Context: an optimization exercise on an open-source flow, tuned for small area, a short achievable clock period and few clock cycles per item. The choices shown serve that exercise and are no tape-out recipe. Where RTL was checked, it was by simulation tests only, not by an equivalence proof against the original. Power is estimated from default activity; no workload was simulated.

== lane 1 ==
Design pn532_codec, start of the top module:
module pn532_codec (
    input  wire       clk,
    input  wire       rst,
    input  wire [7:0] in_data,
    input  wire       in_valid,
    output wire       in_ready,
    output wire [7:0] out_data,
    output wire       out_valid,
    output wire       out_last,
    output wire       out_fault,
    input  wire       out_ready
);
For scale: about 65 flip-flops, ~24 I/O pins, ~4700 um^2 of cells after synthesis.
Settings: LEC_CHECK=0, CAP_MARGIN=20, CORE_MARGIN=2, CORE_UTILIZATION=40, SETUP_SLACK_MARGIN=2.5, SLEW_MARGIN=20; clock period 5.0 ns.
standard.sh (not shown) runs the stock make flow with config.mk's settings and CLKGATE_MAP_FILE= SYNTH_SCRIPT=/design/flow/synth_recipe.tcl, a recipe that flattens the netlist after the stock synthesis.
==> flow/flow/run.sh <==
#!/bin/bash
set -euo pipefail
export BUFFER_PORTS_ARGS="-buffer_cell sky130_fd_sc_hd__buf_2"
bash standard.sh > standard_flow.log 2>&1
Testbench counts of lane 1, summed over its fixed seeds: cycles 78,497, items 1,920.
Inputs modified between lane 1 and lane 2:
==> flow/flow/run.sh <==
#!/bin/bash
set -euo pipefail
export BUFFER_PORTS_ARGS="-buffer_cell sky130_fd_sc_hd__buf_4"
bash standard.sh > standard_flow.log 2>&1
diff --git a/flow/config.mk b/flow/config.mk
--- a/flow/config.mk
+++ b/flow/config.mk
@@ -8 +8 @@
-export CAP_MARGIN = 20
+export CAP_MARGIN = 0
@@ -12 +12 @@
-export SLEW_MARGIN = 20
+export SLEW_MARGIN = 0
Notes after the runs:
Of lane 2 and lane 1, lane 1 shows the lower final total power, with lane 2 above it.
[lane 2] reported leakage power rose about 0.5% relative to lane 1
Status: worst hold margin parity (lane 1, lane 2)
In the final reports, the cell area of lane 2 is larger than that of lane 1.
Taking lane 1 as the reference point, the combinational cell fraction of total power of lane 2 falls by 0.4 points.
What lane 3 does differently from lane 2 at the input level:
diff --git a/flow/config.mk b/flow/config.mk
--- a/flow/config.mk
+++ b/flow/config.mk
@@ -8 +8 @@
-export CAP_MARGIN = 0
+export CAP_MARGIN = 20
@@ -10 +10 @@
-export CORE_UTILIZATION = 40
+export CORE_UTILIZATION = 55
@@ -12 +12 @@
-export SLEW_MARGIN = 0
+export SLEW_MARGIN = 20
[summary]
- Lane 3 | stages: all done | timing, DRC, antenna: all pass
- Lane 3 vs lane 2 — worst slack on hold paths rose 0.014 ns.
- [compare] base=lane 2 new=lane 3: share of final layout cell area taken by clock buffers and inverters dropped 1.8 points, area added between synthesis and finish dropped 2.3 points, maximum ir drop on the vdd rail fell by about 12%.
- Against lane 2, die area in lane 3 fell by more than a quarter.
- Taking lane 2 as the reference, in lane 3 final-layout clock buffer total went up, relative slew slack rose by 22 points.
> inputs changed (lane 3 -> lane 4)
diff --git a/flow/config.mk b/flow/config.mk
--- a/flow/config.mk
+++ b/flow/config.mk
@@ -10,2 +10,2 @@
-export CORE_UTILIZATION = 55
-export SETUP_SLACK_MARGIN = 2.5
+export CORE_UTILIZATION = 40
+export SETUP_SLACK_MARGIN = 2.8
==> comparison <==
- On multi-input gate share of total cell area: between lane 4 and lane 3, it ends up lower for lane 4.
- Summary of lane 4 over lane 3: synthesis-to-finish area growth increased by 27 points relative to the old numbers, core footprint increased by about 40% relative to the old numbers, fraction of standard cell area that is sequential decreased by 5.9 points relative to the old numbers, detailed-route vias per instance decreased by about 5.5% relative to the old numbers.
What lane 5 does differently from lane 4 at the input level:
==> flow/run.sh (new file) <==
#!/bin/bash
# synth_recipe.tcl (not shown) runs the flow's synth.tcl, then flattens the netlist and writes it again
# the make line also repeats each setting of config.mk as NAME=value (left out here)
make -C /OpenROAD-flow-scripts/flow DESIGN_CONFIG=/design/flow/config.mk WORK_HOME=/design/flow/orfs CLKGATE_MAP_FILE= SYNTH_SCRIPT=/design/flow/synth_recipe.tcl finish
diff --git a/flow/config.mk b/flow/config.mk
--- a/flow/config.mk
+++ b/flow/config.mk
@@ -11 +11 @@
-export SETUP_SLACK_MARGIN = 2.8
+export SETUP_SLACK_MARGIN = 2.0
removed: flow/flow/run.sh
removed: flow/standard.sh
==> summary.txt <==
Final cell area excluding filler cells delta for lane 5 relative to lane 4: 20% lower. Lane 5 vs. lane 4: power share of the clock group moved up, fraction of area in registers grew by 6.4 points, post-synthesis simple-gate area fraction barely changed.

---

Setup of build 37:
pn532_codec again, from the RTL that the note above started with.
==> flow/config.mk <==
export PLATFORM = sky130hd
export DESIGN_NAME = pn532_codec
export DESIGN_NICKNAME = pn532_codec
export VERILOG_FILES = /design/flow/design.v
export SDC_FILE = /design/flow/constraint.sdc
export NUM_CORES = 4
export LEC_CHECK = 0
export CAP_MARGIN = 20
export CORE_MARGIN = 2
export CORE_UTILIZATION = 40
export SETUP_SLACK_MARGIN = 2.45
export SLEW_MARGIN = 20
==> flow/constraint.sdc <==
create_clock -name core_clock -period 5.0 [get_ports {clk}]
set_input_delay 1.0000 -clock core_clock [delete_from_list [all_inputs] [get_ports {clk}]]
set_output_delay 1.0000 -clock core_clock [all_outputs]
set_load 0.01 [all_outputs]
==> flow/flow/run.sh <==
#!/bin/bash
set -euo pipefail
export BUFFER_PORTS_ARGS="-buffer_cell sky130_fd_sc_hd__buf_4"
bash standard.sh > standard_flow.log 2>&1
Build 37 finished end to end and its layout was clean on timing, DRC and antenna.
Testbench counts of build 37, summed over its fixed seeds: cycles 78,497, items 1,920.
Edits applied to the flow inputs when going from build 37 to build 29:
# build 37
export LEC_CHECK = 0
export CAP_MARGIN = 20
export CORE_MARGIN = 2
export CORE_UTILIZATION = 40
export SETUP_SLACK_MARGIN = 2.45
export SLEW_MARGIN = 20
create_clock -name core_clock -period 5.0 [get_ports {clk}]
# build 29
export LEC_CHECK = 0
export CAP_MARGIN = 20
export CORE_MARGIN = 2
export CORE_UTILIZATION = 40
export SETUP_SLACK_MARGIN = 2.0
export SLEW_MARGIN = 20
create_clock -name core_clock -period 5.0 [get_ports {clk}]
Results
Result for build 37 and build 29: all clean. Delta (build 29 minus build 37): critical path depth +3, share of the clock period used by the worst path after layout grew by 6.2 points, tightest slew margin relative to the limit fell by 0.54 points. Build 37 → build 29: power shrank by 0.39%, diode insertion count for antenna repair level. Diff build 37 -> build 29: proportion of final cell area spent on non-clock buffers moved down; internal power moved down; post-layout worst setup margin moved down; total wire length after detailed routing moved down.
The following lists how build 71 was set up differently from build 29:
# build 29
export LEC_CHECK = 0
export CAP_MARGIN = 20
export CORE_MARGIN = 2
export CORE_UTILIZATION = 40
export SETUP_SLACK_MARGIN = 2.0
export SLEW_MARGIN = 20
create_clock -name core_clock -period 5.0 [get_ports {clk}]
# build 71
export LEC_CHECK = 0
export CAP_MARGIN = 20
export CORE_MARGIN = 2
export CORE_UTILIZATION = 40
export SETUP_SLACK_MARGIN = 2.5
export SLEW_MARGIN = 20
create_clock -name core_clock -period 5.0 [get_ports {clk}]
--- outcome ---
The number of enable flip-flop cells after synthesis on build 71 is in line with that on build 29. Relative to build 29, data arrival time of the critical path has gone down in build 71. Compared with build 29, build 71 has extra setup slack. Higher number of standard cells in the final layout excluding fillers was reported by build 71, not build 29. The final reports for build 71 and build 29 show area overhead of the layout relative to synthesis higher in the former. Worst hold slack after final layout delta (build 29 -> build 71): insignificant. Build 29 -> build 71: post-synthesis async set-or-reset flop share flat. Diff build 29..build 71 | total die area | unchanged. Comparing build 71 and build 29, the higher critical path depth is on build 29. In the final reports, the cell area of build 71 is larger than that of build 29.
diff inputs: build 71 => build 40
# build 71
export LEC_CHECK = 0
export CAP_MARGIN = 20
export CORE_MARGIN = 2
export CORE_UTILIZATION = 40
export SETUP_SLACK_MARGIN = 2.5
export SLEW_MARGIN = 20
create_clock -name core_clock -period 5.0 [get_ports {clk}]
# build 40
export LEC_CHECK = 0
export CAP_MARGIN = 20
export CORE_MARGIN = 2
export CORE_UTILIZATION = 40
export SETUP_SLACK_MARGIN = 3.0
export SLEW_MARGIN = 20
create_clock -name core_clock -period 5.0 [get_ports {clk}]
## What came out
Build 40 vs. build 71: global-route usage up 1.8 points; fraction of final layout cells with drive strength greater than 1 up 25 points; total length of routed met2 wires up 15%; global-route wire length before repair up about 7%.
Between build 71 and build 40, clock buffer and inverter area fraction after layout is higher for build 71, build 40 comes in under that.
In build 40 the total power of the final layout turned out 12% higher than in build 71.
Portion of total power attributed to sequential cells, build 71 and build 40, lower one = build 40.
Against build 71, detailed-placement wirelength estimate in build 40 fell slightly.
Compared to build 71, build 40 shows a wider setup margin.
Count of non-CTS inverters in the layout: build 40 vs build 71 up 1
The flip-flop and latch power was comparable across build 71 and build 40.
Here is what was changed in the inputs of build 63 compared with build 40.
# build 40
export LEC_CHECK = 0
export CAP_MARGIN = 20
export CORE_MARGIN = 2
export CORE_UTILIZATION = 40
export SETUP_SLACK_MARGIN = 3.0
export SLEW_MARGIN = 20
create_clock -name core_clock -period 5.0 [get_ports {clk}]
# build 63
export LEC_CHECK = 0
export CAP_MARGIN = 20
export CORE_MARGIN = 2
export CORE_UTILIZATION = 40
export SETUP_SLACK_MARGIN = 2.5
export SLEW_MARGIN = 20
export TNS_END_PERCENT = 30
create_clock -name core_clock -period 5.0 [get_ports {clk}]
Build 63 reached the final stage; the timing, design-rule and antenna checks on its layout passed.
There was hardly any difference in maximum single-stage delay on the critical path between build 40 and build 63.
Compared with build 40, build 63 shows a higher biggest fanout along the worst timing path.
As of build 63, total chip power had fallen by a little under 10% compared to build 40.
Summary of build 63 over build 40: synthesized net count comparable; area added between synthesis and finish moved down; largest net degree at the start of global routing +4; sequential share of cell area picked up an extra 6.8 points; global-route usage went down 2.6 points.
Inputs modified between build 63 and build 57:
# build 63
export LEC_CHECK = 0
export CAP_MARGIN = 20
export CORE_MARGIN = 2
export CORE_UTILIZATION = 40
export SETUP_SLACK_MARGIN = 2.5
export SLEW_MARGIN = 20
export TNS_END_PERCENT = 30
create_clock -name core_clock -period 5.0 [get_ports {clk}]
# build 57
export LEC_CHECK = 0
export CAP_MARGIN = 20
export CORE_MARGIN = 2
export CORE_UTILIZATION = 40
export SETUP_SLACK_MARGIN = 2.4
export SLEW_MARGIN = 20
create_clock -name core_clock -period 5.0 [get_ports {clk}]
--- outcome ---
When build 57 is set beside build 63, its design area turns out to be 1.8% smaller. Build 57 vs build 63 on minimum clock period: build 57 is the higher one. Looking at total power across build 63 and build 57, the one that comes out higher is build 63. Summary of build 57 over build 63: number of nets in the finished design neither gained nor lost much, wire length dropped about 1.4%, wire length of the first global-routing pass fell by 120 µm, count of inverters other than clock inverters in the layout saw an increase, worst slack on hold paths up 0.0035 ns. The sequential share of layout area of build 57 exceeds that of build 63 by 0.56 points. The final layouts of build 63 and build 57 pass the timing, design-rule and antenna checks. Measured against each other, build 63 and build 57 differ in final worst setup slack, the higher figure coming from build 63. Build 57 vs. build 63: final cell utilization of the core went down by 0.86 points.

---

## P
Another version of the RTL of pn532_codec (not shown whole).
For scale: roughly 520 cells after synthesis, about 65 flip-flops, about 24 I/O pins.
Settings: LEC_CHECK=0, CAP_MARGIN=20, CORE_MARGIN=2, CORE_UTILIZATION=40, SETUP_SLACK_MARGIN=2.7, SLEW_MARGIN=20; clock period 5.0 ns.
Scripts as last shown in full above: flow/flow/run.sh
P: PASS, flow complete, no timing, DRC or antenna violations
> inputs changed (P -> Q)
- a change of SETUP_SLACK_MARGIN from 2.7 to 2.5
## What came out
Total length of routed wires in Q vs P: down 7.7%. Relative to P, the non-clock buffer count of Q is lower by 56%. Q vs P, most common library cell in the layout ignoring fill and taps: nand2_1 vs buf_4. Final period utilization: Q vs P up 0.77 points. [Q] data arrival time of the worst path rose 0.03 ns relative to P. | number of DRC markers in iteration 0 | Q vs P | 35 lower |.
Function was not checked in any run of this note: the RTL went through the layout flow alone.

---

ember:
Another version of the RTL of pn532_codec (not shown whole).
For scale: ~540 cells after synthesis, roughly 76 flip-flops, about 24 I/O pins.
==> flow/config.mk <==
export PLATFORM = sky130hd
export DESIGN_NAME = pn532_codec
export DESIGN_NICKNAME = pn532_codec
export VERILOG_FILES = /design/flow/design.v
export SDC_FILE = /design/flow/constraint.sdc
export NUM_CORES = 4
export LEC_CHECK = 0
export CAP_MARGIN = 20
export CORE_MARGIN = 2
export CORE_UTILIZATION = 40
export SETUP_SLACK_MARGIN = 2.0
export SLEW_MARGIN = 20
==> flow/constraint.sdc <==
create_clock -name core_clock -period 5.0 [get_ports {clk}]
set_input_delay 1.0000 -clock core_clock [delete_from_list [all_inputs] [get_ports {clk}]]
set_output_delay 1.0000 -clock core_clock [all_outputs]
set_load 0.01 [all_outputs]
Scripts as last shown in full above: flow/flow/run.sh
Edits applied to the flow inputs when going from ember to pepper:
diff --git a/flow/config.mk b/flow/config.mk
--- a/flow/config.mk
+++ b/flow/config.mk
@@ -10,3 +10,3 @@
 export CORE_UTILIZATION = 40
-export SETUP_SLACK_MARGIN = 2.0
+export SETUP_SLACK_MARGIN = 2.5
 export SLEW_MARGIN = 20
## What came out
Going from ember to pepper, total wire length after detailed routing grows by about 1%. The final reports for pepper and ember show data arrival time at the worst-slack endpoint lower in the former. ember ended up with reg -> reg as its class of the most critical setup path; pepper ended up with in -> reg. Run comparison: ember source of the critical timing path rem[1]$_DFFE_PN_; pepper source of the critical timing path in_data[1]. met2 layer wire length in the routed design is higher on pepper. Looking at leading cell type in the layout, fill and taps excluded, the nor2_1 result is from ember; the edfxtp_1 one comes from pepper. As far as inverter count of the layout excluding clock inverters goes, pepper and ember are indistinguishable; the numbers are identical. Looking at final area, pepper sits about 10% above ember. Looking only at met1 layer usage reported by global route, and setting everything else aside, the lower value of ember and pepper goes to pepper. Post-layout worst setup margin is lower on ember. pepper ends up with higher count of buffer and inverter cells on the critical path than ember does. mux2_4 as the slowest cell on the critical path was reported by pepper, and edfxtp_1 by ember. Sort ember and pepper by post-layout total power, descending, and pepper comes first.
No functional check of the RTL was part of any run of this note.

-- port drivers added, routing unchanged --
Ports are ideal in the flow. The routed layouts listed here were re-timed in OpenROAD. Step 1: set_driving_cell puts a clkbuf_16 on clk and a buf_2 on each other input, an assumption about the parent block. Step 2 moves the port delays by t, midway between the first and last clock arrival at a register: inputs arrive t later, outputs are due t later. That takes back most of the time a late clock gives input paths. Slacks: ideal / step 1 / step 2; pairs: ideal / step 1.
run	t, ns	setup WS [ns]	worst setup path after step 2	slew at the worst register clock pin (ns)
lane 1	0.372	2.471 / 2.440 / 2.141	input to register	0.06 / 0.06
lane 2	0.380	2.475 / 2.443 / 2.104	input to register	0.06 / 0.06
lane 3	0.389	2.471 / 2.440 / 2.127	input to register	0.08 / 0.08
lane 4	0.373	2.512 / 2.480 / 2.125	input to register	0.06 / 0.06
lane 5	0.378	2.090 / 2.081 / 1.732	input to register	0.06 / 0.06
build 37	0.380	2.467 / 2.428 / 2.111	input to register	0.06 / 0.06
build 29	0.384	2.156 / 2.141 / 1.787	input to register	0.06 / 0.06
build 71	0.380	2.474 / 2.443 / 2.120	input to register	0.06 / 0.06
build 40	0.379	2.510 / 2.479 / 2.163	input to register	0.06 / 0.06
build 63	0.374	2.471 / 2.440 / 2.130	input to register	0.06 / 0.06
build 57	0.377	2.408 / 2.384 / 2.140	input to register	0.06 / 0.06
P	0.376	2.434 / 2.403 / 2.110	input to register	0.06 / 0.06
Q	0.374	2.395 / 2.363 / 2.174	input to register	0.06 / 0.06
ember	0.389	2.157 / 2.157 / 1.858	input to register	0.07 / 0.07
pepper	0.385	2.381 / 2.376 / 1.991	input to register	0.06 / 0.06
After both steps setup and hold are still met in every run listed. The setup slack of pepper, which loses most, moves by -0.005 ns with the drivers and by -0.390 ns with both steps.
